Source: an optimization exercise on an open RTL-to-GDS flow (aim: a short achievable clock period and few clock cycles). Production flows keep margins and buffers that such runs may drop.
Only simulation tests tie the RTL to the original design; equivalence was not proved.
Power and IR drop assume default switching activity.

==> module legv8_fetch_sel, before the edit <==
module legv8_fetch_sel (
    input  wire [63:0] pc,
    input  wire [31:0] iw,
    input  wire [3:0]  nzcv,
    input  wire        stable,       
    input  wire [37:0] hb_inc,
    input  wire [37:0] hb_dec,
    input  wire [44:0] hc_inc,
    input  wire [44:0] hc_dec,
    input  wire [63:0] f_next,       
    input  wire [63:0] other,        
    input  wire        use_f,        
    output wire        pred,
    output wire [63:0] alt,          
    output wire [63:0] pc_next
);
    wire n = nzcv[3], z = nzcv[2], v = nzcv[0];
    reg  cond;
    always @(*) begin
        case (iw[3:0])
            4'd0:    cond = z;
            4'd1:    cond = !z;
            4'd4:    cond = n;
            4'd5:    cond = !n;
            4'd6:    cond = v;
            4'd7:    cond = !v;
            4'd10:   cond = (n == v);
            4'd11:   cond = (n != v);
            4'd12:   cond = !z && (n == v);
            4'd13:   cond = !(!z && (n == v));
            default: cond = 1'b0;
        endcase
    end
    wire is_b  = (iw[31:26] == 6'b000101);
    wire is_bc = (iw[31:24] == 8'h54) && (iw[4] == 1'b0) &&
                 (iw[3:0] != 4'd2) && (iw[3:0] != 4'd3) && (iw[3:0] != 4'd8) &&
                 (iw[3:0] != 4'd9) && (iw[3:0] != 4'd14) && (iw[3:0] != 4'd15);
    wire is_cb = (iw[31:24] == 8'hB5);
    assign pred = is_b | (is_bc & (stable ? cond : iw[23])) | is_cb;
    wire [25:0] lo_b = pc[25:0] + iw[25:0];
    wire [18:0] lo_c = pc[18:0] + iw[23:5];
    wire [37:0] hi_b;
    wire [44:0] hi_c;
    legv8_hi_pick #(.W(10), .L(26)) u_b0 (.a(pc[25:0]), .b(iw[25:0]),
        .p(pc[35:26]), .pinc(hb_inc[9:0]),   .pdec(hb_dec[9:0]),   .hi(hi_b[9:0]));
    legv8_hi_pick #(.W(10), .L(26)) u_b1 (.a(pc[25:0]), .b(iw[25:0]),
        .p(pc[45:36]), .pinc(hb_inc[19:10]), .pdec(hb_dec[19:10]), .hi(hi_b[19:10]));
    legv8_hi_pick #(.W(9), .L(26))  u_b2 (.a(pc[25:0]), .b(iw[25:0]),
        .p(pc[54:46]), .pinc(hb_inc[28:20]), .pdec(hb_dec[28:20]), .hi(hi_b[28:20]));
    legv8_hi_pick #(.W(9), .L(26))  u_b3 (.a(pc[25:0]), .b(iw[25:0]),
        .p(pc[63:55]), .pinc(hb_inc[37:29]), .pdec(hb_dec[37:29]), .hi(hi_b[37:29]));
    legv8_hi_pick #(.W(12), .L(19)) u_c0 (.a(pc[18:0]), .b(iw[23:5]),
        .p(pc[30:19]), .pinc(hc_inc[11:0]),  .pdec(hc_dec[11:0]),  .hi(hi_c[11:0]));
    legv8_hi_pick #(.W(11), .L(19)) u_c1 (.a(pc[18:0]), .b(iw[23:5]),
        .p(pc[41:31]), .pinc(hc_inc[22:12]), .pdec(hc_dec[22:12]), .hi(hi_c[22:12]));
    legv8_hi_pick #(.W(11), .L(19)) u_c2 (.a(pc[18:0]), .b(iw[23:5]),
        .p(pc[52:42]), .pinc(hc_inc[33:23]), .pdec(hc_dec[33:23]), .hi(hi_c[33:23]));
    legv8_hi_pick #(.W(11), .L(19)) u_c3 (.a(pc[18:0]), .b(iw[23:5]),
        .p(pc[63:53]), .pinc(hc_inc[44:34]), .pdec(hc_dec[44:34]), .hi(hi_c[44:34]));
    wire [63:0] tgt = is_b ? {hi_b, lo_b} : {hi_c, lo_c};
    assign alt     = pred ? f_next : tgt;
    assign pc_next = (use_f & pred) ? tgt : other;
endmodule
clock: 18.0 ns
lec_check: 0
cap_margin: 50
core_margin: 2
core_utilization: 24
place_density: 0.38
slew_margin: 70
synth_hierarchical: 1
standard.sh (not shown) runs the stock make flow with config.mk's settings and CLKGATE_MAP_FILE= SYNTH_SCRIPT=/design/flow/synth_recipe.tcl, a recipe that flattens the netlist after the stock synthesis.
==> flow/flow/run.sh <==
#!/bin/bash
# Layout flow: the standard ORFS flow (standard.sh, unchanged synthesis,
# floorplan, power grid, placement, CTS and routing) with two repair settings:
#  - port buffers are sky130_fd_sc_hd__buf_4 (instead of the default pick,
#    a delay buffer); every input and output port still gets its own buffer
#  - timing repair works until 13.2 ns of setup slack against the design's
#    18 ns clock, on the worst 10% of the endpoints
# The constraints (constraint.sdc: clock period, I/O delays, output load) are
# the design's, unchanged.  make's output goes to make.log here; ORFS writes
# each step's full log under orfs/logs/.
set -euo pipefail
bash standard.sh 'BUFFER_PORTS_ARGS=-buffer_cell sky130_fd_sc_hd__buf_4' \
    SETUP_SLACK_MARGIN=13.2 TNS_END_PERCENT=10 finish > make.log 2>&1
Testbench counts at the start, summed over its fixed seeds: cycles 41,740.
==> next run, changes <==
--- a/flow/design.v
+++ b/flow/design.v
@@ -516,28 +516,20 @@
     wire is_cb = (iw[31:24] == 8'hB5);
     assign pred = is_b | (is_bc & (stable ? cond : iw[23])) | is_cb;
     wire [25:0] lo_b = pc[25:0] + iw[25:0];
     wire [18:0] lo_c = pc[18:0] + iw[23:5];
     wire [37:0] hi_b;
     wire [44:0] hi_c;
-    legv8_hi_pick #(.W(10), .L(26)) u_b0 (.a(pc[25:0]), .b(iw[25:0]),
-        .p(pc[35:26]), .pinc(hb_inc[9:0]),   .pdec(hb_dec[9:0]),   .hi(hi_b[9:0]));
-    legv8_hi_pick #(.W(10), .L(26)) u_b1 (.a(pc[25:0]), .b(iw[25:0]),
-        .p(pc[45:36]), .pinc(hb_inc[19:10]), .pdec(hb_dec[19:10]), .hi(hi_b[19:10]));
-    legv8_hi_pick #(.W(9), .L(26))  u_b2 (.a(pc[25:0]), .b(iw[25:0]),
-        .p(pc[54:46]), .pinc(hb_inc[28:20]), .pdec(hb_dec[28:20]), .hi(hi_b[28:20]));
-    legv8_hi_pick #(.W(9), .L(26))  u_b3 (.a(pc[25:0]), .b(iw[25:0]),
-        .p(pc[63:55]), .pinc(hb_inc[37:29]), .pdec(hb_dec[37:29]), .hi(hi_b[37:29]));
-    legv8_hi_pick #(.W(12), .L(19)) u_c0 (.a(pc[18:0]), .b(iw[23:5]),
-        .p(pc[30:19]), .pinc(hc_inc[11:0]),  .pdec(hc_dec[11:0]),  .hi(hi_c[11:0]));
-    legv8_hi_pick #(.W(11), .L(19)) u_c1 (.a(pc[18:0]), .b(iw[23:5]),
-        .p(pc[41:31]), .pinc(hc_inc[22:12]), .pdec(hc_dec[22:12]), .hi(hi_c[22:12]));
-    legv8_hi_pick #(.W(11), .L(19)) u_c2 (.a(pc[18:0]), .b(iw[23:5]),
-        .p(pc[52:42]), .pinc(hc_inc[33:23]), .pdec(hc_dec[33:23]), .hi(hi_c[33:23]));
-    legv8_hi_pick #(.W(11), .L(19)) u_c3 (.a(pc[18:0]), .b(iw[23:5]),
-        .p(pc[63:53]), .pinc(hc_inc[44:34]), .pdec(hc_dec[44:34]), .hi(hi_c[44:34]));
+    legv8_hi_pick #(.W(19), .L(26)) u_b0 (.a(pc[25:0]), .b(iw[25:0]),
+        .p(pc[44:26]), .pinc(hb_inc[18:0]), .pdec(hb_dec[18:0]), .hi(hi_b[18:0]));
+    legv8_hi_pick #(.W(19), .L(26)) u_b1 (.a(pc[25:0]), .b(iw[25:0]),
+        .p(pc[63:45]), .pinc(hb_inc[37:19]), .pdec(hb_dec[37:19]), .hi(hi_b[37:19]));
+    legv8_hi_pick #(.W(23), .L(19)) u_c0 (.a(pc[18:0]), .b(iw[23:5]),
+        .p(pc[41:19]), .pinc(hc_inc[22:0]), .pdec(hc_dec[22:0]), .hi(hi_c[22:0]));
+    legv8_hi_pick #(.W(22), .L(19)) u_c1 (.a(pc[18:0]), .b(iw[23:5]),
+        .p(pc[63:42]), .pinc(hc_inc[44:23]), .pdec(hc_dec[44:23]), .hi(hi_c[44:23]));
     wire [63:0] tgt = is_b ? {hi_b, lo_b} : {hi_c, lo_c};
     assign alt     = pred ? f_next : tgt;
     assign pc_next = (use_f & pred) ? tgt : other;
 endmodule
 module legv8_hi_pick #(parameter W = 19, parameter L = 26) (
     input  wire [L-1:0] a,
What happened:
- flip-flop and latch count does not change
- die area shrinks by 1.1%
- routed wire length grows by 1.5%
- sequential power grows by about 0.6%
- fmax grows by 0.56%
Testbench counts after the change, summed over its fixed seeds: cycles 41,740.

-- static timing again, ports no longer ideal --
The results above use ideal ports. As a check the final layouts listed here were re-extracted and re-timed, cells and wires unchanged. Step 1 assumes that a clkbuf_16 drives the clock port and a buf_2 every other input. Step 2 moves the port delays by t, midway between the first and last clock arrival at a register: inputs arrive t later, outputs are due t later. That takes back most of the time a late clock gives input paths. Three values: ideal, step 1, step 2; two values: the first two.
run | shift t [ns] | slack for setup (ns) | worst setup path at the end | worst data-port slew with drivers (ns) | pins driven straight from the clock port
the first run | 1.220 | 12.623 / 12.574 / 11.451 | input to register | 0.34 | 1
the second run | 1.223 | 12.653 / 12.558 / 11.431 | input to register | 0.30 | 1
After both steps every run listed still meets setup and hold. The setup slack of the second run, which loses most, moves by -0.095 ns with the drivers and by -1.222 ns with both steps.
